This is an optimization exercise on Yosys and OpenROAD, whose aim is small area, a short achievable clock period and few clock cycles, not a production implementation.
RTL that was checked went through simulation tests only; none was proved equivalent to the original.
Function not checked in run 2: the RTL went through the layout flow alone.
No activity file was given, so power comes from the tool's default toggle rates.

File: design/flow/config.mk
export PLATFORM = sky130hd
export DESIGN_NAME = stackmat_core
export DESIGN_NICKNAME = stackmat_core
export VERILOG_FILES = /design/flow/design.v
export SDC_FILE = /design/flow/constraint.sdc
export NUM_CORES = 4
export LEC_CHECK = 0
export CAP_MARGIN = 20
export CORE_MARGIN = 2
export CORE_UTILIZATION = 40
export SLEW_MARGIN = 20
File: design/flow/constraint.sdc
create_clock -name core_clock -period 17.0 [get_ports {clk}]
set_input_delay 3.4000 -clock core_clock [delete_from_list [all_inputs] [get_ports {clk}]]
set_output_delay 3.4000 -clock core_clock [all_outputs]
set_load 0.01 [all_outputs]
File: design/flow/design.v
module stackmat_core (
    input  wire        clk,
    input  wire        rst,
    input  wire        cmd_valid,
    output wire        cmd_ready,
    input  wire [79:0] cmd,
    output wire        rsp_valid,
    output wire [7:0]  rsp_status,
    output wire        rsp_flag,
    output wire [63:0] rsp_val,
    output wire [7:0]  rsp_len,
    output wire        dat_valid,
    output wire [7:0]  dat_byte,
    output wire        tx_valid,
    output wire [3:0]  tx_len,
    output wire [71:0] tx_data,
    input  wire        tx_ack,
    input  wire        tx_err,
    input  wire [7:0]  tx_n
);
    localparam [7:0] OP_FMT   = 8'h01;
    localparam [7:0] OP_CONV  = 8'h02;
    localparam [7:0] OP_CSUM  = 8'h03;
    localparam [7:0] OP_MARK  = 8'h04;
    localparam [7:0] OP_ENC   = 8'h05;
    localparam [7:0] OP_RST   = 8'h10;
    localparam [7:0] OP_START = 8'h11;
    localparam [7:0] OP_STOP  = 8'h12;
    localparam [7:0] OP_TICK  = 8'h13;
    localparam [7:0] OP_ENCS  = 8'h14;
    localparam [7:0] OP_SEND  = 8'h20;
    localparam [7:0] OP_RXB   = 8'h21;
    localparam [7:0] OP_RXE   = 8'h22;
    localparam [7:0] OP_RD    = 8'h30;
    localparam [3:0] E_IDLE  = 4'd0;
    localparam [3:0] E_DIV   = 4'd1;
    localparam [3:0] E_WGO   = 4'd2;    
    localparam [3:0] E_PDIG  = 4'd3;    
    localparam [3:0] E_WRSP  = 4'd4;    
    localparam [3:0] E_SENDQ = 4'd5;    
    localparam [3:0] E_FPAD  = 4'd6;    
    localparam [3:0] E_FDIG  = 4'd7;    
    localparam [3:0] E_STOPF = 4'd8;    
    localparam [2:0] J_TICK  = 3'd0;
    localparam [2:0] J_ENC   = 3'd1;
    localparam [2:0] J_ENCS  = 3'd2;
    localparam [2:0] J_RD3   = 3'd3;
    localparam [2:0] J_FLUSH = 3'd4;
    localparam [2:0] J_RD6   = 3'd5;
    localparam [2:0] D_TICK = 3'd0;
    localparam [2:0] D_STOP = 3'd1;
    localparam [2:0] D_CONV = 3'd2;
    localparam [2:0] D_ENC  = 3'd3;
    localparam [1:0] P_DIV = 2'd0;
    localparam [1:0] P_ENC = 2'd1;
    localparam [1:0] P_REG = 2'd2;
    localparam V_V8    = 0;
    localparam V_START = 1;
    localparam V_FLD   = 2;
    localparam V_CONV  = 3;
    localparam V_TXOFF = 4;
    localparam V_NQ    = 5;
    function [7:0] marker;
        input [1:0] st;
        begin
            case (st)
                2'd0:    marker = 8'h00;
                2'd1:    marker = 8'h49;
                2'd2:    marker = 8'h20;
                default: marker = 8'h53;
            endcase
        end
    endfunction
    function hold_op;
        input [7:0] o;
        begin
            hold_op = (o == OP_FMT) || (o == OP_CONV) || (o == OP_ENC) ||
                      (o == OP_STOP) || (o == OP_TICK);
        end
    endfunction
    function [3:0] mod10_8;
        input [7:0] v;
        reg   [4:0] t;
        reg   [4:0] w;
        reg   [2:0] r;
        begin
            t = {1'b0, v[7:4]} + {1'b0, v[3:0]};
            w = {4'd0, t[4]} + {1'b0, t[3:0]};
            r = (w >= 5'd15) ? w - 5'd15 : (w >= 5'd10) ? w - 5'd10 :
                (w >= 5'd5)  ? w - 5'd5  : w;
            mod10_8 = {1'b0, r} + ((r[0] ^ v[0]) ? 4'd5 : 4'd0);
        end
    endfunction
    function [7:0] dig60;
        input [5:0] v;
        reg   [2:0] t;
        reg   [5:0] u;
        begin
            t = (v >= 6'd50) ? 3'd5 : (v >= 6'd40) ? 3'd4 : (v >= 6'd30) ? 3'd3 :
                (v >= 6'd20) ? 3'd2 : (v >= 6'd10) ? 3'd1 : 3'd0;
            u = v - {t, 3'b000} - {2'b00, t, 1'b0};
            dig60 = {1'b0, t, u[3:0]};
        end
    endfunction
    function [4:0] dstep10;
        input [3:0] r;
        input       d;
        reg         q;
        reg   [2:0] h;
        begin
            q = r[3] | (r[2] & (r[1] | r[0]));
            h = {r[3] & r[0], r[3] ? ~r[0] : (r[1] & r[0]), ~r[0]};
            dstep10 = {q, q ? h : r[2:0], d};
        end
    endfunction
    function [6:0] dstep60;
        input [5:0] r;
        input       d;
        reg         q;
        reg   [4:0] h;
        begin
            q = r[5] | (r[4] & r[3] & r[2] & r[1]);
            h = r[5] ? (r[4:0] + 5'd2) : {4'd0, r[0]};
            dstep60 = {q, q ? h : r[4:0], d};
        end
    endfunction
    function [63:0] pow10;
        input [19:0] k;
        begin
            pow10 = ({64{k[0]}}  & 64'h1)
                  | ({64{k[1]}}  & 64'ha)
                  | ({64{k[2]}}  & 64'h64)
                  | ({64{k[3]}}  & 64'h3e8)
                  | ({64{k[4]}}  & 64'h2710)
                  | ({64{k[5]}}  & 64'h186a0)
                  | ({64{k[6]}}  & 64'hf4240)
                  | ({64{k[7]}}  & 64'h989680)
                  | ({64{k[8]}}  & 64'h5f5e100)
                  | ({64{k[9]}}  & 64'h3b9aca00)
                  | ({64{k[10]}} & 64'h2540be400)
                  | ({64{k[11]}} & 64'h174876e800)
                  | ({64{k[12]}} & 64'he8d4a51000)
                  | ({64{k[13]}} & 64'h9184e72a000)
                  | ({64{k[14]}} & 64'h5af3107a4000)
                  | ({64{k[15]}} & 64'h38d7ea4c68000)
                  | ({64{k[16]}} & 64'h2386f26fc10000)
                  | ({64{k[17]}} & 64'h16345785d8a0000)
                  | ({64{k[18]}} & 64'hde0b6b3a7640000)
                  | ({64{k[19]}} & 64'h8ac7230489e80000);
        end
    endfunction
    reg [1:0]  state_q;
    reg [63:0] start_q;
    reg [7:0]  min_q;
    reg [5:0]  sec_q;       
    reg [11:0] ms_bcd;      
    reg [1:0]  pk_mk;       
    reg [23:0] pk_d;        
    reg [5:0]  pk_sum;      
    reg [9:0]  toh;         
    reg [63:0] cap_q;
    reg [3:0]  caplen_q;
    wire [3:0] txoff = {toh[8] | toh[9],
                        toh[4] | toh[5] | toh[6] | toh[7],
                        toh[2] | toh[3] | toh[6] | toh[7],
                        toh[1] | toh[3] | toh[5] | toh[7] | toh[9]};
    function [7:0] pktbyte;
        input [4:0] i;
        begin
            case (i)
                5'd0:    pktbyte = marker(pk_mk);
                5'd1:    pktbyte = {4'h3, pk_d[3:0]};
                5'd2:    pktbyte = {4'h3, pk_d[7:4]};
                5'd3:    pktbyte = {4'h3, pk_d[11:8]};
                5'd4:    pktbyte = {4'h3, pk_d[15:12]};
                5'd5:    pktbyte = {4'h3, pk_d[19:16]};
                5'd6:    pktbyte = {4'h3, pk_d[23:20]};
                5'd7:    pktbyte = {2'b01, pk_sum};
                5'd8:    pktbyte = 8'h0D;
                default: pktbyte = 8'h00;
            endcase
        end
    endfunction
    reg [79:0] cw;
    reg        cv;
    reg        pd_hold;
    reg        pd_ts;       
    reg        pd_fmt;      
    reg        pd_enc;      
    reg        fsign;       
    reg        frst;        
    reg        rdy_q;       
    reg [3:0]  es;
    reg [2:0]  jk;
    reg [2:0]  dk;
    reg [1:0]  pdsrc;
    reg [4:0]  cnt;         
    reg [19:0] fk;          
    reg [3:0]  fd;          
    reg [3:0]  rA;          
    reg [3:0]  rB;          
    reg [3:0]  rC;          
    reg [5:0]  rD;          
    reg [7:0]  m_q;         
    reg [1:0]  p_status;
    reg        p_flag;
    reg [5:0]  p_vsel;
    reg [7:0]  v8_q;
    reg        o_strm;
    reg        o_src;       
    reg [7:0]  o_rem;
    reg [3:0]  o_idx;
    reg [3:0]  o_len;
    reg        o_flag;
    reg [2:0]  pq_cnt;
    reg        send_pend;
    reg        rsp_valid_q;
    reg [1:0]  rsp_status_q;
    reg        rsp_flag_q;
    reg [7:0]  rsp_len_q;
    reg [63:0] rv_q;
    reg        dat_valid_q;
    reg [7:0]  dat_byte_q;
    reg        tx_valid_q;
    reg        s_ld;        
    reg [71:0] sp_q;        
    reg [3:0]  tl_q;        
    reg        ack_q;
    reg        err_q;
    reg [7:0]  n_q;
    reg        sink_busy;
    reg        sink_err;
    wire [7:0]  op = cw[79:72];
    wire [7:0]  b  = cw[71:64];
    wire [63:0] a  = cw[63:0];
    wire a_z_hi  = ~|a[63:48];
    wire a_z_mid = ~|a[47:32];
    wire a_z_lo  = ~|a[31:0];
    wire a_z     = a_z_hi & a_z_mid & a_z_lo;
    wire b_z     = ~|b;
    reg legal;
    always @(*) begin
        case (op)
            OP_FMT:   legal = 1'b1;
            OP_CONV,
            OP_START,
            OP_STOP,
            OP_TICK:  legal = b_z;
            OP_CSUM:  legal = b_z & a_z_hi;
            OP_MARK:  legal = ~|b[7:2] & a_z;
            OP_ENC:   legal = ~|b[7:2] & a_z_hi & a_z_mid;
            OP_RST,
            OP_ENCS,
            OP_SEND:  legal = b_z & a_z;
            OP_RXB,
            OP_RXE:   legal = a_z;
            OP_RD:    legal = ~|b[7:3] & a_z & (b[2:0] != 3'd7);
            default:  legal = 1'b0;
        endcase
    end
    wire is_ts  = (op == OP_TICK) || (op == OP_STOP);
    wire is_fmt = (op == OP_FMT);
    wire is_enc = (op == OP_ENC);
    wire [7:0] csum = a[47:40] + a[39:32] + a[31:24] + a[23:16] + a[15:8] + a[7:0]
                    + 8'd32;
    wire [63:0] sub_b = ({64{pd_ts}} & start_q) | ({64{pd_fmt}} & pow10(fk));
    wire [64:0] ad_a = {fsign, a};
    wire [64:0] ad_b = {1'b0, sub_b} ^ {65{~fsign}};
    wire        ad_ci = ~fsign;
    reg  [64:0] ad_g, ad_p, ad_G, ad_P, ad_gn, ad_pn;
    integer     adi, adl;
    always @(*) begin
        ad_g = ad_a & ad_b;
        ad_p = ad_a ^ ad_b;
        ad_G = ad_g;
        ad_P = ad_p;
        ad_G[0] = ad_g[0] | (ad_p[0] & ad_ci);
        for (adl = 1; adl < 128; adl = adl * 2) begin
            ad_gn = ad_G;
            ad_pn = ad_P;
            for (adi = 0; adi < 65; adi = adi + 1)
                if ((adi / adl) % 2 == 1) begin
                    ad_gn[adi] = ad_G[adi] | (ad_P[adi] & ad_G[(adi / adl) * adl - 1]);
                    ad_pn[adi] = ad_P[adi] & ad_P[(adi / adl) * adl - 1];
                end
            ad_G = ad_gn;
            ad_P = ad_pn;
        end
    end
    wire [64:0] sub = ad_p ^ {ad_G[63:0], ad_ci};
    wire [63:0] s     = sub[63:0];
    wire        s_neg = sub[64];
    wire [35:0] sk_a = a[63:28];
    wire [35:0] sk_b = sub_b[63:28];
    wire [35:0] sk_nb = ~sk_b;
    wire sk_b28  = ~ad_G[27];    
    wire sk_z0   = (sk_a == sk_b);
    wire sk_z1   = ((sk_a ^ sk_nb) == {(sk_a[34:0] | sk_nb[34:0]), 1'b0});
    wire opt36   = sk_b28 ? sk_z1 : sk_z0;
    wire [63:0] s_load = pd_enc ? {s[23:0], 32'd0, s[31:24]} :
                         opt36  ? {s[27:0], 36'd0} : s;
    wire [4:0]  cnt_load = pd_enc ? 5'd6 : (opt36 ? 5'd7 : 5'd16);
    wire [3:0]  din = a[63:60];
    reg  [19:0] fk_out;
    integer     fki;
    always @(*) for (fki = 0; fki < 20; fki = fki + 1) fk_out[fki] = (b > fki);
    reg [3:0]  st_a, st_b, st_c;
    reg [5:0]  st_d;
    reg [3:0]  st_q;
    reg [4:0]  st_xa, st_xb, st_xc;
    reg [6:0]  st_xd;
    integer    si;
    always @(*) begin
        st_a = rA;
        st_b = rB;
        st_c = rC;
        st_d = rD;
        st_q = 4'd0;
        for (si = 0; si < 4; si = si + 1) begin
            st_xa = dstep10(st_a, din[3-si]);
            st_a  = st_xa[3:0];
            st_xb = dstep10(st_b, st_xa[4]);
            st_b  = st_xb[3:0];
            st_xc = dstep10(st_c, st_xb[4]);
            st_c  = st_xc[3:0];
            st_xd = dstep60(st_d, st_xc[4]);
            st_d  = st_xd[5:0];
            st_q[3-si] = st_xd[6];
        end
    end
    wire [11:0] msb_src = p_vsel[V_FLD] ? ms_bcd : {rA, rB, rC};
    wire [9:0]  ms_bin  = {msb_src[3:0], 6'd0} + {msb_src[3:0], 5'd0} + {msb_src[3:0], 2'd0}
                        + {msb_src[7:4], 3'd0} + {msb_src[7:4], 1'b0} + msb_src[11:8];
    reg [7:0] bm;
    reg [5:0] bs;
    always @(*) begin
        case (pdsrc)
            P_DIV:   begin bm = m_q;      bs = rD;    end
            P_ENC:   begin bm = a[31:24]; bs = rD;    end
            default: begin bm = min_q;    bs = sec_q; end
        endcase
    end
    wire [3:0]  dg_m1 = mod10_8(bm);
    wire [7:0]  dg_s6 = dig60(bs);
    wire [7:0]  dg_m  = {4'd0, dg_m1};
    wire [7:0]  dg_s  = (pdsrc == P_ENC) ? m_q : dg_s6;
    wire [11:0] dg_ms = (pdsrc == P_REG) ? ms_bcd : {rA, rB, rC};
    wire [23:0] new_d = {dg_ms, dg_s[3:0], dg_s[7:4], dg_m[3:0]};
    wire [5:0]  pk_dsum = {2'b00, pk_d[3:0]} + {2'b00, pk_d[7:4]} + {2'b00, pk_d[11:8]}
                        + {2'b00, pk_d[15:12]} + {2'b00, pk_d[19:16]} + {2'b00, pk_d[23:20]};
    wire out_idle = !o_strm && !send_pend && (pq_cnt == 3'd0);
    wire out_last = o_strm    ? ((o_rem == 8'd0) && !send_pend && (pq_cnt == 3'd0)) :
                    send_pend ? (!sink_busy && (pq_cnt == 3'd0)) :
                                (pq_cnt <= 3'd1);
    wire pq_pop   = !o_strm && !send_pend && (pq_cnt != 3'd0);
    assign cmd_ready  = rdy_q;
    assign rsp_valid  = rsp_valid_q;
    assign rsp_status = {6'd0, rsp_status_q};
    assign rsp_flag   = rsp_flag_q;
    assign rsp_len    = rsp_len_q;
    assign rsp_val    = rv_q;
    wire [63:0] p_val = ({64{p_vsel[V_START]}} & start_q)
                      | ({64{p_vsel[V_FLD]}}   & {32'd0, min_q, 2'b00, sec_q, 6'd0, ms_bin})
                      | ({64{p_vsel[V_CONV]}}  & {32'd0, m_q, 2'b00, rD, 6'd0, ms_bin})
                      | {56'd0, ({8{p_vsel[V_V8]}}    & v8_q)
                              | ({8{p_vsel[V_TXOFF]}} & {4'd0, txoff})};
    assign dat_valid  = dat_valid_q;
    assign dat_byte   = dat_byte_q;
    assign tx_valid   = tx_valid_q;
    assign tx_len     = tl_q;
    wire [71:0] pkv = {8'h0D, 2'b01, pk_sum,
                       4'h3, pk_d[23:20], 4'h3, pk_d[19:16], 4'h3, pk_d[15:12],
                       4'h3, pk_d[11:8], 4'h3, pk_d[7:4], 4'h3, pk_d[3:0],
                       marker(pk_mk)};
    reg [71:0] txd;
    integer    ti, tk;
    always @(*) begin
        txd = 72'd0;
        for (ti = 0; ti < 9; ti = ti + 1)
            for (tk = 0; tk < 9; tk = tk + 1)
                if (ti + tk < 9)
                    txd[8*ti +: 8] = txd[8*ti +: 8] | ({8{toh[tk]}} & pkv[8*(ti+tk) +: 8]);
    end
    assign tx_data = sp_q;
    reg push;
    reg kick;
    reg [3:0] es_n;
    reg       cv_n;
    reg       pdh_n;
    task null_rsp;
        begin
            if (pq_cnt == 3'd7) begin
                p_status <= 2'd0;
                p_flag   <= 1'b0;
                p_vsel   <= 6'd0;
                es_n       = E_WRSP;
            end else begin
                push = 1'b1;
            end
        end
    endtask
    task go_pkt;
        input [1:0] mk;
        input [1:0] src;
        begin
            o_strm <= 1'b1;
            o_idx  <= 4'd0;
            o_src  <= 1'b0;
            o_rem  <= 8'd8;
            o_len  <= 4'd9;
            o_flag <= 1'b0;
            pk_mk  <= mk;
            pdsrc  <= src;
            es_n     = E_PDIG;
        end
    endtask
    always @(posedge clk) begin
        push  = 1'b0;
        kick  = 1'b0;
        es_n  = es;
        cv_n  = cv;
        pdh_n = pd_hold;
        if (cmd_ready) begin
            cw      <= cmd;
            pdh_n = hold_op(cmd[79:72]);
            pd_ts   <= (cmd[79:72] == OP_TICK) || (cmd[79:72] == OP_STOP);
            pd_fmt  <= (cmd[79:72] == OP_FMT);
            pd_enc  <= (cmd[79:72] == OP_ENC);
        end
        rsp_valid_q <= 1'b0;
        dat_valid_q <= 1'b0;
        if (o_strm) begin
            dat_valid_q <= 1'b1;
            dat_byte_q  <= o_src ? cap_q[o_idx[2:0]*8 +: 8] : pktbyte({1'b0, o_idx});
            if (o_rem == 8'd0) begin
                rsp_valid_q  <= 1'b1;
                rsp_status_q <= 2'd0;
                rsp_flag_q   <= o_flag;
                rsp_len_q    <= {4'd0, o_len};
                rv_q         <= 64'd0;
                o_strm       <= 1'b0;
            end else begin
                o_rem <= o_rem - 8'd1;
                o_idx <= o_idx + 4'd1;
            end
        end else if (send_pend) begin
            if (!sink_busy) begin
                rsp_valid_q  <= 1'b1;
                rsp_status_q <= {1'b0, sink_err};
                rsp_flag_q   <= 1'b0;
                rsp_len_q    <= 8'd0;
                rv_q         <= {56'd0, sink_err ? n_q : 8'd0};
                send_pend    <= 1'b0;
            end
        end else if (pq_cnt != 3'd0) begin
            rsp_valid_q  <= 1'b1;
            rsp_status_q <= 2'd0;
            rsp_flag_q   <= 1'b0;
            rsp_len_q    <= 8'd0;
            rv_q         <= 64'd0;
        end
        pk_sum <= pk_dsum;
        ack_q <= tx_valid_q & tx_ack;
        err_q <= tx_err;
        if (tx_valid_q) n_q <= tx_n;
        if (tx_valid_q && tx_ack) tx_valid_q <= 1'b0;
        if (ack_q) begin
            if (err_q) begin
                sink_busy <= 1'b0;
                sink_err  <= 1'b1;
            end else if (n_q >= {4'd0, 4'd9 - txoff}) begin
                toh       <= 10'd1 << 9;
                sink_busy <= 1'b0;
                sink_err  <= 1'b0;
            end else begin
                toh        <= 10'd1 << (txoff + n_q[3:0]);
                s_ld       <= 1'b1;
            end
        end
        if (s_ld) begin
            sp_q       <= txd;
            tl_q       <= 4'd9 - txoff;
            tx_valid_q <= 1'b1;
            s_ld       <= 1'b0;
        end
        case (es)
            E_IDLE: begin
                if (cv) begin
                    if (!legal) begin
                        p_status <= 2'd3;
                        p_flag   <= 1'b0;
                        p_vsel   <= 6'd0;
                        es_n       = E_WRSP;
                        if (pd_hold) cv_n = 1'b0;
                    end else begin
                        case (op)
                            OP_FMT: begin
                                if (out_idle) begin
                                    if (b_z) begin
                                        null_rsp;
                                        cv_n = 1'b0;
                                    end else begin
                                        fk  <= 20'h80000;
                                        fd  <= 4'd0;
                                        if (b > 8'd20) begin
                                            o_rem <= b - 8'd20;
                                            es_n    = E_FPAD;
                                        end else begin
                                            es_n = E_FDIG;
                                        end
                                    end
                                end
                            end
                            OP_CONV, OP_TICK, OP_ENC: begin
                                cw[63:0] <= s_load;
                                cnt  <= cnt_load;
                                rA   <= 4'd0;
                                rB   <= 4'd0;
                                rC   <= 4'd0;
                                rD   <= 6'd0;
                                m_q  <= 8'd0;
                                dk   <= (op == OP_CONV) ? D_CONV : (op == OP_TICK) ? D_TICK : D_ENC;
                                es_n   = E_DIV;
                            end
                            OP_STOP: begin
                                if (state_q == 2'd2) begin
                                    cw[63:0] <= s_load;
                                    cnt  <= cnt_load;
                                    rA   <= 4'd0;
                                    rB   <= 4'd0;
                                    rC   <= 4'd0;
                                    rD   <= 6'd0;
                                    m_q  <= 8'd0;
                                    dk   <= D_STOP;
                                    es_n   = E_DIV;
                                end else begin
                                    null_rsp;
                                    cv_n = 1'b0;
                                end
                            end
                            OP_CSUM: begin
                                v8_q     <= csum;
                                p_status <= 2'd0;
                                p_flag   <= 1'b0;
                                p_vsel   <= 6'd1 << V_V8;
                                es_n       = E_WRSP;
                            end
                            OP_MARK: begin
                                v8_q     <= marker(b[1:0]);
                                p_status <= 2'd0;
                                p_flag   <= 1'b0;
                                p_vsel   <= 6'd1 << V_V8;
                                es_n       = E_WRSP;
                            end
                            OP_RST: begin
                                state_q  <= 2'd1;
                                min_q    <= 8'd0;
                                sec_q    <= 6'd0;
                                ms_bcd   <= 12'd0;
                                p_status <= 2'd0;
                                p_flag   <= 1'b1;
                                p_vsel   <= 6'd0;
                                es_n       = E_WRSP;
                            end
                            OP_START: begin
                                if (state_q == 2'd1) begin
                                    start_q  <= a;
                                    state_q  <= 2'd2;
                                    p_status <= 2'd0;
                                    p_flag   <= 1'b1;
                                    p_vsel   <= 6'd0;
                                    es_n       = E_WRSP;
                                end else begin
                                    null_rsp;
                                end
                            end
                            OP_ENCS: begin
                                jk <= J_ENCS;
                                es_n = E_WGO;
                            end
                            OP_SEND: begin
                                if (!send_pend && (pq_cnt == 3'd0))
                                    kick = 1'b1;
                                else
                                    es_n = E_SENDQ;
                            end
                            OP_RXB: begin
                                if (b_z || (b == 8'h0D) || (caplen_q == 4'd8)) begin
                                    if (caplen_q == 4'd0) begin
                                        p_status <= 2'd0;
                                        p_flag   <= 1'b1;
                                        p_vsel   <= 6'd0;
                                        es_n       = E_WRSP;
                                    end else begin
                                        jk <= J_FLUSH;
                                        es_n = E_WGO;
                                    end
                                end else begin
                                    cap_q[caplen_q[2:0]*8 +: 8] <= b;
                                    caplen_q <= caplen_q + 4'd1;
                                    null_rsp;
                                end
                            end
                            OP_RXE: begin
                                v8_q     <= b;
                                p_status <= 2'd2;
                                p_flag   <= 1'b0;
                                p_vsel   <= 6'd1 << V_V8;
                                es_n       = E_WRSP;
                            end
                            default: begin   
                                p_status <= 2'd0;
                                p_flag   <= 1'b0;
                                case (b[2:0])
                                    3'd0: begin
                                        v8_q   <= {6'd0, state_q};
                                        p_vsel <= 6'd1 << V_V8;
                                        es_n     = E_WRSP;
                                    end
                                    3'd1: begin
                                        p_vsel <= 6'd1 << V_START;
                                        es_n     = E_WRSP;
                                    end
                                    3'd2: begin
                                        p_vsel <= 6'd1 << V_FLD;
                                        es_n     = E_WRSP;
                                    end
                                    3'd3: begin
                                        jk <= J_RD3;
                                        es_n = E_WGO;
                                    end
                                    3'd4: begin
                                        p_vsel <= 6'd1 << V_TXOFF;
                                        es_n     = E_WRSP;
                                    end
                                    3'd5: begin
                                        v8_q   <= {4'd0, caplen_q};
                                        p_vsel <= 6'd1 << V_V8;
                                        es_n     = E_WRSP;
                                    end
                                    default: begin
                                        if (caplen_q == 4'd0) begin
                                            null_rsp;
                                        end else begin
                                            jk <= J_RD6;
                                            es_n = E_WGO;
                                        end
                                    end
                                endcase
                            end
                        endcase
                    end
                end
            end
            E_DIV: begin
                cw[63:0] <= {a[59:0], 4'd0};
                rA       <= st_a;
                rB       <= st_b;
                rC       <= st_c;
                rD       <= st_d;
                if (dk != D_ENC) m_q <= {m_q[3:0], st_q};
                cnt      <= cnt - 5'd1;
                if ((dk == D_ENC) && (cnt == 5'd5)) begin
                    m_q <= {st_b, st_a};
                    rA  <= 4'd0;
                    rB  <= 4'd0;
                    rC  <= 4'd0;
                    rD  <= 6'd0;
                end
                if (cnt == 5'd1) begin
                    case (dk)
                        D_TICK: begin
                            cv_n = 1'b0;
                            if (out_last) begin
                                go_pkt(2'd2, P_DIV);
                            end else begin
                                jk <= J_TICK;
                                es_n = E_WGO;
                            end
                        end
                        D_ENC: begin
                            if (out_last) begin
                                go_pkt(b[1:0], P_ENC);
                            end else begin
                                jk <= J_ENC;
                                es_n = E_WGO;
                            end
                        end
                        D_STOP: begin
                            cv_n = 1'b0;
                            es_n = E_STOPF;
                        end
                        default: begin   
                            cv_n     = 1'b0;
                            p_status <= 2'd0;
                            p_flag   <= 1'b0;
                            p_vsel   <= 6'd1 << V_CONV;
                            es_n     = E_WRSP;
                        end
                    endcase
                end
            end
            E_WGO: begin
                if (out_last) begin
                    o_strm <= 1'b1;
                    o_idx  <= 4'd0;
                    case (jk)
                        J_FLUSH, J_RD6: begin
                            o_src    <= 1'b1;
                            o_rem    <= {4'd0, caplen_q} - 8'd1;
                            o_len    <= caplen_q;
                            o_flag   <= (jk == J_FLUSH);
                            if (jk == J_FLUSH) caplen_q <= 4'd0;
                            es_n       = E_IDLE;
                        end
                        J_TICK: go_pkt(2'd2, P_DIV);
                        J_ENC:  go_pkt(b[1:0], P_ENC);
                        J_ENCS: go_pkt(state_q, P_REG);
                        default: begin   
                            o_src  <= 1'b0;
                            o_rem  <= 8'd8;
                            o_len  <= 4'd9;
                            o_flag <= 1'b0;
                            es_n     = E_IDLE;
                        end
                    endcase
                end
            end
            E_PDIG: begin
                pk_d   <= new_d;
                if (pdsrc == P_ENC) cv_n = 1'b0;
                es_n = E_IDLE;
            end
            E_WRSP: begin
                if (out_idle) begin
                    rsp_valid_q  <= 1'b1;
                    rsp_status_q <= p_status;
                    rsp_flag_q   <= p_flag;
                    rsp_len_q    <= 8'd0;
                    rv_q         <= p_val;
                    es_n           = E_IDLE;
                end
            end
            E_SENDQ: begin
                if (!send_pend && (pq_cnt == 3'd0)) begin
                    kick = 1'b1;
                    es_n = E_IDLE;
                end
            end
            E_STOPF: begin
                min_q    <= m_q;
                sec_q    <= rD;
                ms_bcd   <= {rA, rB, rC};
                state_q  <= 2'd3;
                p_status <= 2'd0;
                p_flag   <= 1'b1;
                p_vsel   <= 6'd0;
                es_n       = E_WRSP;
            end
            E_FPAD: begin
                dat_valid_q <= 1'b1;
                dat_byte_q  <= 8'h30;
                o_rem       <= o_rem - 8'd1;
                if (o_rem == 8'd1) es_n = E_FDIG;
            end
            E_FDIG: begin
                cw[63:0] <= s;
                fsign    <= s_neg;
                if (frst) begin
                    frst <= 1'b0;
                    fk   <= fk >> 1;
                end else if (s_neg == fsign) begin
                    fd <= fd + 4'd1;
                end else begin
                    if (|(fk & fk_out)) begin
                        dat_valid_q <= 1'b1;
                        dat_byte_q  <= {4'h3, fsign ? (4'd9 - fd) : fd};
                    end
                    fd <= 4'd0;
                    if (fk[0]) begin
                        rsp_valid_q  <= 1'b1;
                        rsp_status_q <= 2'd0;
                        rsp_flag_q   <= 1'b0;
                        rsp_len_q    <= b;
                        rv_q         <= 64'd0;
                        cv_n           = 1'b0;
                        fsign        <= 1'b0;
                        es_n           = E_IDLE;
                    end else if (!fsign && (fd == 4'd0)) begin
                        frst <= 1'b1;
                    end else begin
                        fk <= fk >> 1;
                    end
                end
            end
            default: es_n = E_IDLE;
        endcase
        if (cmd_ready) cv_n = cmd_valid;
        if (kick) begin
            toh        <= 10'd1;
            s_ld       <= 1'b1;
            sink_busy  <= 1'b1;
            send_pend  <= 1'b1;
        end
        pq_cnt <= pq_cnt + {2'd0, push} - {2'd0, pq_pop};
        if (rst) begin
            cv_n          = 1'b0;
            fsign       <= 1'b0;
            frst        <= 1'b0;
            es_n          = E_IDLE;
            o_strm      <= 1'b0;
            pq_cnt      <= 3'd0;
            send_pend   <= 1'b0;
            rsp_valid_q <= 1'b0;
            dat_valid_q <= 1'b0;
            tx_valid_q  <= 1'b0;
            s_ld        <= 1'b0;
            ack_q       <= 1'b0;
            sink_busy   <= 1'b0;
            state_q     <= 2'd1;
            start_q     <= 64'd0;
            min_q       <= 8'd0;
            sec_q       <= 6'd0;
            ms_bcd      <= 12'd0;
            pk_mk       <= 2'd1;
            pk_d        <= 24'd0;
            pk_sum      <= 6'd0;
            toh         <= 10'd1;
            caplen_q    <= 4'd0;
        end
        es      <= es_n;
        cv      <= cv_n;
        pd_hold <= pdh_n;
        rdy_q   <= !cv_n || ((es_n == E_IDLE) && !pdh_n);
    end
endmodule
File: design/flow/run.sh
#!/bin/bash
# synth_recipe.tcl (not shown) runs the flow's synth.tcl, then flattens the netlist and writes it again
# the make line also repeats each setting of config.mk as NAME=value (left out here)
make -C /OpenROAD-flow-scripts/flow DESIGN_CONFIG=/design/flow/config.mk WORK_HOME=/design/flow/orfs CLKGATE_MAP_FILE= SYNTH_SCRIPT=/design/flow/synth_recipe.tcl finish
==> results_tabular.tex, run 1 <==
\begin{tabular}{lr}
\hline
Metric & Value \\
\hline
\multicolumn{2}{l}{\textbf{Floorplan}} \\
\quad Number of primary I/O pins & 262 \\
\quad Die span in x & 307 um \\
\quad Row Count & approximately 110 \\
\quad Vertical die dimension & 307 um \\
\quad Initial Utilization & 0.402 \\
\quad Core Footprint & 91400 um2 \\
\quad Area of the die & 94300 um2 \\
\multicolumn{2}{l}{\textbf{Detailed routing}} \\
\quad Final routed DRC violation total & 0 \\
\quad Met1 wire length & 58100 um \\
\quad Routed wire length & between 100000 and 150000 um \\
\quad Initial DRC count & 4168 \\
\quad Wire length per cell & 26.4 um \\
\quad Number of vias after detailed routing & about 34000 \\
\quad Detailed-routing iteration count for the pre-antenna-repair pass & 10 \\
\quad Vias per Instance & 6.22 \\
\quad Met3 routed wirelength & 12300 um \\
\quad Highest metal layer with signal wires & met5 \\
\quad Number of nets with antenna violations after routing & 0 \\
\quad Metal2 WL & approximately 65000 um \\
\multicolumn{2}{l}{\textbf{Place}} \\
\quad \# port buffers & 242 \\
\quad Final weighted congestion in routability-driven placement & approximately 1 \\
\quad Post-DP HPWL & 107000 um \\
\multicolumn{2}{l}{\textbf{CTS}} \\
\quad Clock transition at the registers of the reported paths & 0.06 ns \\
\quad Number of clock sinks seen by CTS & 554 \\
\quad Total number of H-tree levels & 3 \\
\quad Setup Fix Bufs, Post-CTS & 0 \\
\quad Buffers from clock root to sink, at most & 3 \\
\quad CTS Root Cell & clkbuf\_16 \\
\quad Clock tree from TritonCTS & done \\
\quad Number of clock buffers inserted by TritonCTS & just under 70 \\
\quad Count of hold buffers inserted by post-cts repair & 0 \\
\quad Worst skew pair latency & 0.63 ns \\
\quad PostCTS Resize Cnt & 0 \\
\multicolumn{2}{l}{\textbf{Pwr}} \\
\quad Leak pwr & roughly 16 nW \\
\quad VDD IR max & 0.113 mV \\
\quad Sum of internal, switching and leakage power & approximately 4.3 mW \\
\quad PwrDens & slightly above 100 nW/um2 \\
\multicolumn{2}{l}{\textbf{Finish}} \\
\quad Total inserted antenna cells & 0 \\
\quad Synthesis-to-layout area growth & 15.2\% \\
\quad Net count reported at finish & 4543 \\
\quad Final core occ & 0.463 \\
\quad Ratio of cells with drive above 1 in the final layout & 0.0646 \\
\multicolumn{2}{l}{\textbf{Logic synthesis}} \\
\quad Seq/Total Area, Yosys & 0.366 \\
\quad Count leader, synth & nand2\_1 \\
\quad Count of synthesis-stage warnings from yosys & 1 \\
\quad Syn Std Cell Area & 36700 um2 \\
\quad Synth cell count leaders & nand2\_1 (495), dfxtp\_1 (318), nor2\_1 (293) \\
\quad Cell taking the most area after synthesis & edfxtp\_1 \\
\quad \#FFs+latches synth & 554 \\
\quad Top FF cell, synth & dfxtp\_1 \\
\quad Post-synthesis cell type count & between 100 and 150 \\
\quad Per-instance average area after synthesis & 8.95 um2 \\
\quad Top cell type's share of synthesized area & 0.193 \\
\quad Proportion of synthesized flip-flops having asynchronous set or reset & 0 \\
\quad Number of synthesized flops with an enable pin & approximately 240 \\
\quad Cell count after synthesis & 4106 \\
\quad Top area cells in the synthesized netlist & edfxtp\_1 (19\%), dfxtp\_1 (17\%), ha\_1 (6.4\%) \\
\multicolumn{2}{l}{\textbf{Worst setup path}} \\
\quad Kind of critical path & flip-flop to flip-flop \\
\quad Peak fanout along the critical path & between 50 and 60 \\
\quad Worst reg-to-reg path cell count & 15 \\
\quad Standard cell with the maximum stage delay on the critical path & a21oi\_2 \\
\quad CP Data Arrival Time & 7.19 ns \\
\quad Sequence of cells on the critical path & buf\_4 -> inv\_1 -> xnor2\_1 -> ha\_1 -> nand4\_1 -> nor3\_1 -> o2111ai\_1 -> a211oi\_2 -> o2111ai\_1 -> a21oi\_2 -> o211ai\_1 -> a21oi\_2 -> nor3\_4 -> buf\_4 -> a22o\_1 \\
\quad Category of the worst setup path capture point & flip-flop \\
\quad Category of the worst setup path launch point & flip-flop \\
\quad Required @ worst endpoint & roughly 18 ns \\
\quad Largest stage delay on the critical path & $\sim$0.93 ns \\
\multicolumn{2}{l}{\textbf{STA}} \\
\quad Worst clock skew & 0.0263 ns \\
\quad Actual transition at the worst max-transition pin & 1.17 ns \\
\quad Slew HR & 0.216 \\
\quad Number of max-slew violations in the final report & 0 \\
\quad Maximum clock frequency & 149 MHz \\
\quad Final clock period utilization by the worst path & 0.394 \\
\quad Number of failing hold endpoints at the final stage & 0 \\
\quad Tightest hold margin & approximately 0.46 ns \\
\quad Final setup fails & 0 \\
\quad Min Clock Period, post-route & 6.69 ns \\
\quad Post-route setup TNS & 0 ns \\
\quad Unrepaired setup endpoints after global routing & no \\
\multicolumn{2}{l}{\textbf{GRT}} \\
\quad First-pass GRT wire length & 212000 um \\
\quad Largest net degree at the start of global routing & between 70 and 80 \\
\quad Number of antenna violations at the first check in global routing & 3 \\
\quad Gr usage total & 0.297 \\
\quad Via count of the first global-routing pass & 31900 \\
\quad Sum of overflow across all layers after global routing & 0 \\
\multicolumn{2}{l}{\textbf{Worst hold path}} \\
\quad Worst Hold Class & flip-flop to flip-flop \\
\quad Hold Path Stages & 1 \\
\multicolumn{2}{l}{\textbf{Outcome}} \\
\quad Run status & timing/DRC/antenna clean \\
\multicolumn{2}{l}{\textbf{Run}} \\
\quad Count of maximum capacitance violations & 0 \\
\hline
\end{tabular}
registers in the layout, indices dropped and copies added, names as in the netlist, 10 cells and up:
signal	cells
cw	80
cap_q	64
rv_q	64
start_q	64
tx_data	56
pk_d	24
fk	20
ms_bcd	12
toh	10
critical path, delay by kind of cell (launching register included):
kind,cells,cell delay (ns)
AO/OA/AOI/OAI,7,3.06
buffers and inverters,3,1.80
AND/OR/NAND/NOR,3,0.55
adder cells (fa/ha/maj),1,0.41
XOR/XNOR,1,0.35
flip-flops,1,0.31
cells in the final DEF (no fill, tap or decap), types with 30 or more instances in the layout:
cell type	netlist	routed
nand3_1	105	105
nand2b_1	37	37
a21oi_1	291	289
fa_1	59	59
a222oi_1	38	38
o21ai_0	178	178
a221oi_1	33	33
mux2i_1	94	94
o221ai_1	44	44
nor2_1	293	291
a22o_1	125	125
edfxtp_1	236	236
nand4_1	33	33
clkbuf_16	0	72
xnor2_1	171	171
a211oi_1	34	34
ha_1	187	187
inv_1	162	162
a21o_1	49	49
a31oi_1	32	32
dfxtp_1	318	315
o22ai_1	30	30
buf_4	25	67
nand2_1	495	495
clkdlybuf4s50_1	0	241
and2_1	46	46
a22oi_1	107	107
nor3_1	74	72
xor2_1	59	59
nor4_1	37	36
nor2b_1	35	35
power by group:
group | leakage, nW | switching, mW | internal, mW | total [mW]
combinational | 10.1 | 0.812 | 0.466 | 1.28
clock | 1.12 | 0.615 | 0.908 | 1.52
sequential | 4.68 | 0.116 | 1.42 | 1.54
cell type report:
cell class	count	area (um2)
Fill cell	8934	49100
Multi-Input combinational cell	3105	21500
Sequential cell	554	13500
Timing Repair Buffer	308	2920
Clock buffer	95	1940
Tap cell	1186	1480
Inverter	166	623
Clock inverter	31	368
per-layer routing:
layer | track usage | up-vias
met5 | 0 | -
met4 | 0.151 | 4
met3 | 0.0469 | 362
met2 | 0.475 | 1861
met1 | 0.387 | 16300
li1 | - | 15300
cells by family (layout without fill, tap and decap cells):
| logic type | Yosys count | count (layout) | synth area share |
|---|---|---|---|
| AO/OA/AOI/OAI | 1205 | 1205 | 0.228 |
| other | 1 | 19 | 0.000102 |
| adder cells (fa/ha/maj) | 247 | 247 | 0.0961 |
| flip-flops | 554 | 554 | 0.366 |
| multiplexers | 137 | 137 | 0.0437 |
| buffers and inverters | 465 | 600 | 0.0516 |
| AND/OR/NAND/NOR | 1267 | 1267 | 0.160 |
| XOR/XNOR | 230 | 230 | 0.0548 |
worst paths after layout:
check	slack (ns)	endpoint	start
worst min register to register	0.46	rv_q[28]$_DFF_P_	rv_q[28]$_DFF_P_
worst min-delay path	0.46	rv_q[28]$_DFF_P_	rv_q[28]$_DFF_P_
worst max register to register	10.31	rv_q[45]$_DFF_P_	fsign$_SDFFE_PP0P_
worst max-delay path	10.31	rv_q[45]$_DFF_P_	fsign$_SDFFE_PP0P_
stage by stage:
step	setup WS, ns	instance area, um2	instances
final	10.31	42300	5445
after CTS	10.38	42300	5445
after floorplan	11.56	36800	4124
after detailed placement	10.42	40000	5319
after global placement	10.64	40000	5319
after global routing	9.85	42300	5445
Testbench counts, summed over its fixed seeds: cycles 13,891.
==> inputs of run 2 (changes only) <==
--- a/design/flow/design.v
+++ b/design/flow/design.v
@@ -185,6 +185,7 @@
     reg        cv;
     reg        pd_hold;
     reg        pd_ts;       
+    reg        pd_tk;       
     reg        pd_fmt;      
     reg        pd_enc;      
     reg        fsign;       
@@ -195,6 +196,9 @@
     reg [2:0]  dk;
     reg [1:0]  pdsrc;
     reg [4:0]  cnt;         
+    reg        dv_busy;     
+    reg        dv_done;     
+    reg        dv_pf;       
     reg [19:0] fk;          
     reg [3:0]  fd;          
     reg [3:0]  rA;          
@@ -301,6 +305,9 @@
                          opt36  ? {s[27:0], 36'd0} : s;
     wire [4:0]  cnt_load = pd_enc ? 5'd6 : (opt36 ? 5'd7 : 5'd16);
     wire [3:0]  din = a[63:60];
+    wire        a_z_16  = ~|a[31:16];
+    wire [19:0] fmt_k0  = (a_z_hi & a_z_mid) ? (a_z_16 ? 20'h00010 : 20'h00200) : 20'h80000;
+    wire [7:0]  fmt_n0  = (a_z_hi & a_z_mid) ? (a_z_16 ? 8'd5 : 8'd10) : 8'd20;
     reg  [19:0] fk_out;
     integer     fki;
     always @(*) for (fki = 0; fki < 20; fki = fki + 1) fk_out[fki] = (b > fki);
@@ -399,6 +406,54 @@
             end
         end
     endtask
+    task div_load;
+        begin
+            cw[63:0] <= s_load;
+            cnt      <= cnt_load;
+            rA       <= 4'd0;
+            rB       <= 4'd0;
+            rC       <= 4'd0;
+            rD       <= 6'd0;
+            m_q      <= 8'd0;
+            dv_busy  <= 1'b1;
+        end
+    endtask
+    task div_finish;
+        begin
+            dv_done <= 1'b0;
+            dv_pf   <= 1'b0;
+            case (dk)
+                D_TICK: begin
+                    cv_n = 1'b0;
+                    if (out_last) begin
+                        go_pkt(2'd2, P_DIV);
+                    end else begin
+                        jk <= J_TICK;
+                        es_n = E_WGO;
+                    end
+                end
+                D_ENC: begin
+                    if (out_last) begin
+                        go_pkt(b[1:0], P_ENC);
+                    end else begin
+                        jk <= J_ENC;
+                        es_n = E_WGO;
+                    end
+                end
+                D_STOP: begin
+                    cv_n = 1'b0;
+                    es_n = E_STOPF;
+                end
+                default: begin   
+                    cv_n     = 1'b0;
+                    p_status <= 2'd0;
+                    p_flag   <= 1'b0;
+                    p_vsel   <= 6'd1 << V_CONV;
+                    es_n     = E_WRSP;
+                end
+            endcase
+        end
+    endtask
     task go_pkt;
         input [1:0] mk;
         input [1:0] src;
@@ -424,6 +479,7 @@
             cw      <= cmd;
             pdh_n = hold_op(cmd[79:72]);
             pd_ts   <= (cmd[79:72] == OP_TICK) || (cmd[79:72] == OP_STOP);
+            pd_tk   <= (cmd[79:72] == OP_TICK);
             pd_fmt  <= (cmd[79:72] == OP_FMT);
             pd_enc  <= (cmd[79:72] == OP_ENC);
         end
@@ -500,11 +556,11 @@
                                         null_rsp;
                                         cv_n = 1'b0;
                                     end else begin
-                                        fk  <= 20'h80000;
+                                        fk  <= fmt_k0;
                                         fd  <= 4'd0;
-                                        if (b > 8'd20) begin
-                                            o_rem <= b - 8'd20;
-                                            es_n    = E_FPAD;
+                                        if (b > fmt_n0) begin
+                                            o_rem <= b - fmt_n0;
+                                            es_n  = E_FPAD;
                                         end else begin
                                             es_n = E_FDIG;
                                         end
@@ -512,27 +568,20 @@
                                 end
                             end
                             OP_CONV, OP_TICK, OP_ENC: begin
-                                cw[63:0] <= s_load;
-                                cnt  <= cnt_load;
-                                rA   <= 4'd0;
-                                rB   <= 4'd0;
-                                rC   <= 4'd0;
-                                rD   <= 6'd0;
-                                m_q  <= 8'd0;
-                                dk   <= (op == OP_CONV) ? D_CONV : (op == OP_TICK) ? D_TICK : D_ENC;
-                                es_n   = E_DIV;
+                                if (dv_pf) begin
+                                    if (dv_done) div_finish;
+                                    else         es_n = E_DIV;
+                                end else begin
+                                    div_load;
+                                    dk   <= (op == OP_CONV) ? D_CONV : (op == OP_TICK) ? D_TICK : D_ENC;
+                                    es_n = E_DIV;
+                                end
                             end
                             OP_STOP: begin
                                 if (state_q == 2'd2) begin
-                                    cw[63:0] <= s_load;
-                                    cnt  <= cnt_load;
-                                    rA   <= 4'd0;
-                                    rB   <= 4'd0;
-                                    rC   <= 4'd0;
-                                    rD   <= 6'd0;
-                                    m_q  <= 8'd0;
+                                    div_load;
                                     dk   <= D_STOP;
-                                    es_n   = E_DIV;
+                                    es_n = E_DIV;
                                 end else begin
                                     null_rsp;
                                     cv_n = 1'b0;
@@ -653,52 +702,7 @@
                 end
             end
             E_DIV: begin
-                cw[63:0] <= {a[59:0], 4'd0};
-                rA       <= st_a;
-                rB       <= st_b;
-                rC       <= st_c;
-                rD       <= st_d;
-                if (dk != D_ENC) m_q <= {m_q[3:0], st_q};
-                cnt      <= cnt - 5'd1;
-                if ((dk == D_ENC) && (cnt == 5'd5)) begin
-                    m_q <= {st_b, st_a};
-                    rA  <= 4'd0;
-                    rB  <= 4'd0;
-                    rC  <= 4'd0;
-                    rD  <= 6'd0;
-                end
-                if (cnt == 5'd1) begin
-                    case (dk)
-                        D_TICK: begin
-                            cv_n = 1'b0;
-                            if (out_last) begin
-                                go_pkt(2'd2, P_DIV);
-                            end else begin
-                                jk <= J_TICK;
-                                es_n = E_WGO;
-                            end
-                        end
-                        D_ENC: begin
-                            if (out_last) begin
-                                go_pkt(b[1:0], P_ENC);
-                            end else begin
-                                jk <= J_ENC;
-                                es_n = E_WGO;
-                            end
-                        end
-                        D_STOP: begin
-                            cv_n = 1'b0;
-                            es_n = E_STOPF;
-                        end
-                        default: begin   
-                            cv_n     = 1'b0;
-                            p_status <= 2'd0;
-                            p_flag   <= 1'b0;
-                            p_vsel   <= 6'd1 << V_CONV;
-                            es_n     = E_WRSP;
-                        end
-                    endcase
-                end
+                if (dv_done || (dv_busy && (cnt == 5'd1))) div_finish;
             end
             E_WGO: begin
                 if (out_last) begin
@@ -795,6 +799,33 @@
             end
             default: es_n = E_IDLE;
         endcase
+        if (dv_busy) begin
+            cw[63:0] <= {a[59:0], 4'd0};
+            rA       <= st_a;
+            rB       <= st_b;
+            rC       <= st_c;
+            rD       <= st_d;
+            if (dk != D_ENC) m_q <= {m_q[3:0], st_q};
+            cnt      <= cnt - 5'd1;
+            if ((dk == D_ENC) && (cnt == 5'd5)) begin
+                m_q <= {st_b, st_a};
+                rA  <= 4'd0;
+                rB  <= 4'd0;
+                rC  <= 4'd0;
+                rD  <= 6'd0;
+            end
+            if (cnt == 5'd1) begin
+                dv_busy <= 1'b0;
+                if (es != E_DIV) dv_done <= 1'b1;
+            end
+        end else if (cv && pd_tk && b_z && !dv_done &&
+                     (((es == E_WGO) && (jk != J_TICK) && (jk != J_ENC)) ||
+                      ((es == E_WRSP) && !p_vsel[V_CONV]) ||
+                      (es == E_SENDQ))) begin
+            div_load;
+            dk    <= D_TICK;
+            dv_pf <= 1'b1;
+        end
         if (cmd_ready) cv_n = cmd_valid;
         if (kick) begin
             toh        <= 10'd1;
@@ -807,6 +838,9 @@
             cv_n          = 1'b0;
             fsign       <= 1'b0;
             frst        <= 1'b0;
+            dv_busy     <= 1'b0;
+            dv_done     <= 1'b0;
+            dv_pf       <= 1'b0;
             es_n          = E_IDLE;
             o_strm      <= 1'b0;
             pq_cnt      <= 3'd0;
==> run 2 against run 1 <==
  * Still clean
  * Hold slack worse by 0.0046 ns
  * Sequential power is essentially flat
  * Combinational power is 31% lower
  * Count of clock-buffer cells in the layout fell by 5
  * Non-clock buffer count decreased by 3
  * Final cell count rose by 1.8%
  * Maximum frequency is 2.2% higher
  * Design area grew 1.7%
  * Clock power about the same
  * Clock skew rose by 0.0021 ns
  * Total power down 10%
==> results_tabular.tex, run 2 <==
\begin{tabular}{lr}
\hline
Metric & Value \\
\hline
\multicolumn{2}{l}{\textbf{GRT}} \\
\quad Via count of the first global-routing pass & 31600 \\
\quad Largest net degree at the start of global routing & 80 \\
\quad Number of antenna violations at the first check in global routing & 0 \\
\quad Gr usage total & 0.295 \\
\quad First-pass GRT wire length & 213000 um \\
\quad Sum of overflow across all layers after global routing & 0 \\
\multicolumn{2}{l}{\textbf{Logic synthesis}} \\
\quad Main combinational cell family by area after synthesis & compound AO/OA/AOI/OAI gates \\
\quad Cell count after synthesis & 4130 \\
\quad Count leader, synth & nand2\_1 \\
\quad Syn Std Cell Area & 37400 um2 \\
\quad Seq/Total Area, Yosys & 0.360 \\
\quad Compound-cell area share of the yosys netlist & 0.217 \\
\quad Xor-xnor portion of the synthesized cell area & 0.0546 \\
\quad Number of synthesized flops with an enable pin & 227 \\
\quad Post-synthesis cell type count & between 100 and 150 \\
\quad Proportion of synthesized flip-flops having asynchronous set or reset & 0 \\
\quad Per-instance average area after synthesis & $\sim$9.1 um2 \\
\quad Top FF cell, synth & dfxtp\_1 \\
\quad Adder-cell share of the synthesized area & 0.0954 \\
\quad Mux contribution to synthesized area & 0.0609 \\
\quad Synth cell count leaders & nand2\_1 (374), nor2\_1 (367), dfxtp\_1 (332) \\
\quad Cell taking the most area after synthesis & edfxtp\_1 \\
\quad Count of synthesis-stage warnings from yosys & 1 \\
\quad Top cell type's share of synthesized area & 0.182 \\
\quad Post-synthesis simple-gate area fraction & 0.161 \\
\quad \#FFs+latches synth & between 500 and 600 \\
\quad Top area cells in the synthesized netlist & edfxtp\_1 (18\%), dfxtp\_1 (18\%), ha\_1 (6.2\%) \\
\multicolumn{2}{l}{\textbf{CTS}} \\
\quad Clock tree from TritonCTS & done \\
\quad CTS Root Cell & clkbuf\_16 \\
\quad Number of clock buffers inserted by TritonCTS & 68 \\
\quad PostCTS Resize Cnt & 0 \\
\quad Clock transition at the registers of the reported paths & approximately 0.06 ns \\
\quad Total number of H-tree levels & 3 \\
\quad Number of clock sinks seen by CTS & 559 \\
\quad Setup Fix Bufs, Post-CTS & 0 \\
\quad Count of hold buffers inserted by post-cts repair & 0 \\
\quad Buffers from clock root to sink, at most & 3 \\
\quad Worst skew pair latency & 0.64 ns \\
\multicolumn{2}{l}{\textbf{Detailed routing}} \\
\quad Routed wire length & 145000 um \\
\quad Wire length per cell & 26.2 um \\
\quad Vias per Instance & 6.15 \\
\quad Number of vias after detailed routing & 34100 \\
\quad Detailed-routing iteration count for the pre-antenna-repair pass & 9 \\
\quad Final routed DRC violation total & 0 \\
\quad Number of nets with antenna violations after routing & 0 \\
\quad Initial DRC count & 4350 \\
\multicolumn{2}{l}{\textbf{STA}} \\
\quad Min Clock Period, post-route & 6.55 ns \\
\quad Final clock period utilization by the worst path & 0.386 \\
\quad Number of failing hold endpoints at the final stage & 0 \\
\quad Tightest hold margin & 0.459 ns \\
\quad Maximum clock frequency & around 150 MHz \\
\quad Worst clock skew & 0.0284 ns \\
\quad Final setup fails & 0 \\
\quad Slew HR & 0.250 \\
\quad Post-route setup TNS & 0 ns \\
\quad Unrepaired setup endpoints after global routing & no \\
\quad Number of max-slew violations in the final report & 0 \\
\quad Actual transition at the worst max-transition pin & 1.12 ns \\
\multicolumn{2}{l}{\textbf{Worst setup path}} \\
\quad Critical register-to-register path startpoint & fk[18]\$\_SDFFCE\_PN0P\_ \\
\quad Sequence of cells on the critical path & or2\_2 -> o21ai\_0 -> nand3\_1 -> xnor2\_1 -> ha\_1 -> a21oi\_1 -> o21ai\_0 -> a221oi\_1 -> o311ai\_0 -> nor2\_1 -> and2\_1 -> a221o\_1 -> nand2\_1 -> and2\_2 -> buf\_4 -> a22o\_1 \\
\quad Critical Path Most Common Cell & o21ai\_0 \\
\quad Crit-path leading delay family & compound AO/OA/AOI/OAI gates \\
\quad Category of the worst setup path capture point & flip-flop \\
\quad CP Data Arrival Time & 7.06 ns \\
\quad Worst setup startpoint & fk[18]\$\_SDFFCE\_PN0P\_ \\
\quad Peak fanout along the critical path & 54 \\
\quad Number of buffer and inverter stages on the critical path & 1 \\
\quad Standard cell with the maximum stage delay on the critical path & a221oi\_1 \\
\quad Required @ worst endpoint & 17.51 ns \\
\quad Category of the worst setup path launch point & flip-flop \\
\quad Largest stage delay on the critical path & 0.80 ns \\
\quad Kind of critical path & flip-flop to flip-flop \\
\multicolumn{2}{l}{\textbf{Place}} \\
\quad Area after DPL & 40700 um2 \\
\quad Post-DP HPWL & $\sim$110000 um \\
\quad Final weighted congestion in routability-driven placement & 0.973 \\
\quad \# port buffers & roughly 240 \\
\multicolumn{2}{l}{\textbf{Pwr}} \\
\quad Internal Pwr Total & 2.65 mW \\
\quad PwrDens & approximately 91 nW/um2 \\
\quad VDD IR max & between 0.06 and 0.07 mV \\
\quad Fraction of power spent switching nets & 0.321 \\
\quad Proportion of power drawn by flip-flops and latches & 0.390 \\
\quad Part of the total power dissipated in the clock network & 0.385 \\
\quad Total net switching power & 1.25 mW \\
\quad Power share of the combinational group & 0.225 \\
\quad Leak pwr & roughly 16 nW \\
\multicolumn{2}{l}{\textbf{Finish}} \\
\quad Number of filler cells placed in the layout & about 9000 \\
\quad Commonest cells after routing, fill and taps aside & nand2\_1 (373), nor2\_1 (364), dfxtp\_1 (328) \\
\quad Synthesis-to-layout area growth & 15.0\% \\
\quad Register with the highest flop count & cw \\
\quad Finished Cell Area & around 43000 um2 \\
\quad Total inserted antenna cells & 0 \\
\quad Number of flip-flops under the largest register name & 80 \\
\quad Ratio of cells with drive above 1 in the final layout & 0.0618 \\
\quad Most common cell after layout, fill and taps aside & nand2\_1 \\
\quad Net count reported at finish & 4570 \\
\multicolumn{2}{l}{\textbf{Floorplan}} \\
\quad Core Footprint & 93000 um2 \\
\quad Row Count & 112 \\
\quad Die span in x & 310 um \\
\quad Number of primary I/O pins & 262 \\
\quad Initial Utilization & 0.402 \\
\quad Vertical die dimension & between 300 and 400 um \\
\quad Area of the die & 96000 um2 \\
\multicolumn{2}{l}{\textbf{Run}} \\
\quad Count of maximum capacitance violations & 0 \\
\multicolumn{2}{l}{\textbf{Outcome}} \\
\quad Run status & timing/DRC/antenna clean \\
\multicolumn{2}{l}{\textbf{Worst hold path}} \\
\quad Worst Hold Class & flip-flop to flip-flop \\
\quad Beginning of the worst hold path & rv\_q[30]\$\_DFF\_P\_ \\
\hline
\end{tabular}
run 2: changes by cell type after synthesis, moves of 12 or more:
cell	before	now
xnor2_1	171	159
xor2_1	59	74
a21oi_1	291	231
nand2_1	495	374
a211oi_1	34	48
dfxtp_1	318	332
nor2_1	293	367
clkbuf_1	219	207
o221ai_1	44	56
inv_1	162	183
mux2i_1	94	170
run 2: kinds of logic (layout without fill, tap and decap cells):
group / Yosys count / count (layout)
AO/OA/AOI/OAI: 1136 / 1136
AND/OR/NAND/NOR: 1268 / 1268
buffers and inverters: 478 / 617
flip-flops: 559 / 559
other: 1 / 19
XOR/XNOR: 233 / 233
multiplexers: 205 / 205
adder cells (fa/ha/maj): 250 / 250
run 2: worst paths after layout:
check	end	slack (ns)	cells after the start
hold / removal	rv_q[30]$_DFF_P_	0.46	1
setup reg to reg	rv_q[11]$_DFF_P_	10.45	16
hold reg to reg	rv_q[30]$_DFF_P_	0.46	1
setup / recovery	rv_q[11]$_DFF_P_	10.45	16
run 2: final cells by class:
type	count	area [um2]	area share
sequential	559	13500	0.313
timing repair buffer	305	2890	0.0673
inverter	186	698	0.0162
multi-input combinational	3111	22100	0.514
tap	1254	1570	0.0365
clock inverter	36	365	0.00849
clock buffer	90	1890	0.0439
run 2: stage by stage:
step	setup slack, ns	utilization	std cells	power [mW]
after detailed placement	10.62	0.438	5415	2.40
after floorplan	11.20	-	4148	2.10
after CTS	10.64	0.462	5541	3.90
after global routing	10.24	0.462	5541	4.05
final	10.45	0.462	5541	3.90
after global placement	10.73	0.438	5415	2.40
run 2: power by group through the flow:
stage	Combinational, mW	Sequential (mW)	Clock, mW
floorplan	0.600	1.50	0
global placement	0.855	1.54	0
detailed placement	0.860	1.54	0
CTS	0.862	1.51	1.52
global route	0.956	1.52	1.58
finish	0.877	1.52	1.50
run 2: layer usage:
layer	vias up	track usage	wire length, um
met5	-	0	0
met4	0	0.109	5690
met3	256	0.0516	13800
met2	1832	0.448	62700
met1	16500	0.420	62800
li1	15500	-	-

==> afterwards: timing with drivers on the ports <==
Ports are ideal in the flow. The routed layouts listed here were re-timed in OpenROAD.
Step 1 (the two cells are an assumption about what drives the block):
set clk [get_ports {clk}]
set_driving_cell -lib_cell sky130_fd_sc_hd__clkbuf_16 $clk
set_driving_cell -lib_cell sky130_fd_sc_hd__buf_2 [delete_from_list [all_inputs] $clk]
Step 2 also shifts input and output timing later by t, the mid clock arrival at the registers, as if the neighbouring blocks saw the same clock.
a / b / c = no drivers / after step 1 / after step 2; a / b = the first two.
run	shift t [ns]	slack for setup (ns)	worst setup path after step 2
run 1	0.682	10.305 / 10.305 / 10.305	register to register
run 2	0.692	10.446 / 10.446 / 10.446	register to register
After both steps every run listed still meets setup and hold.
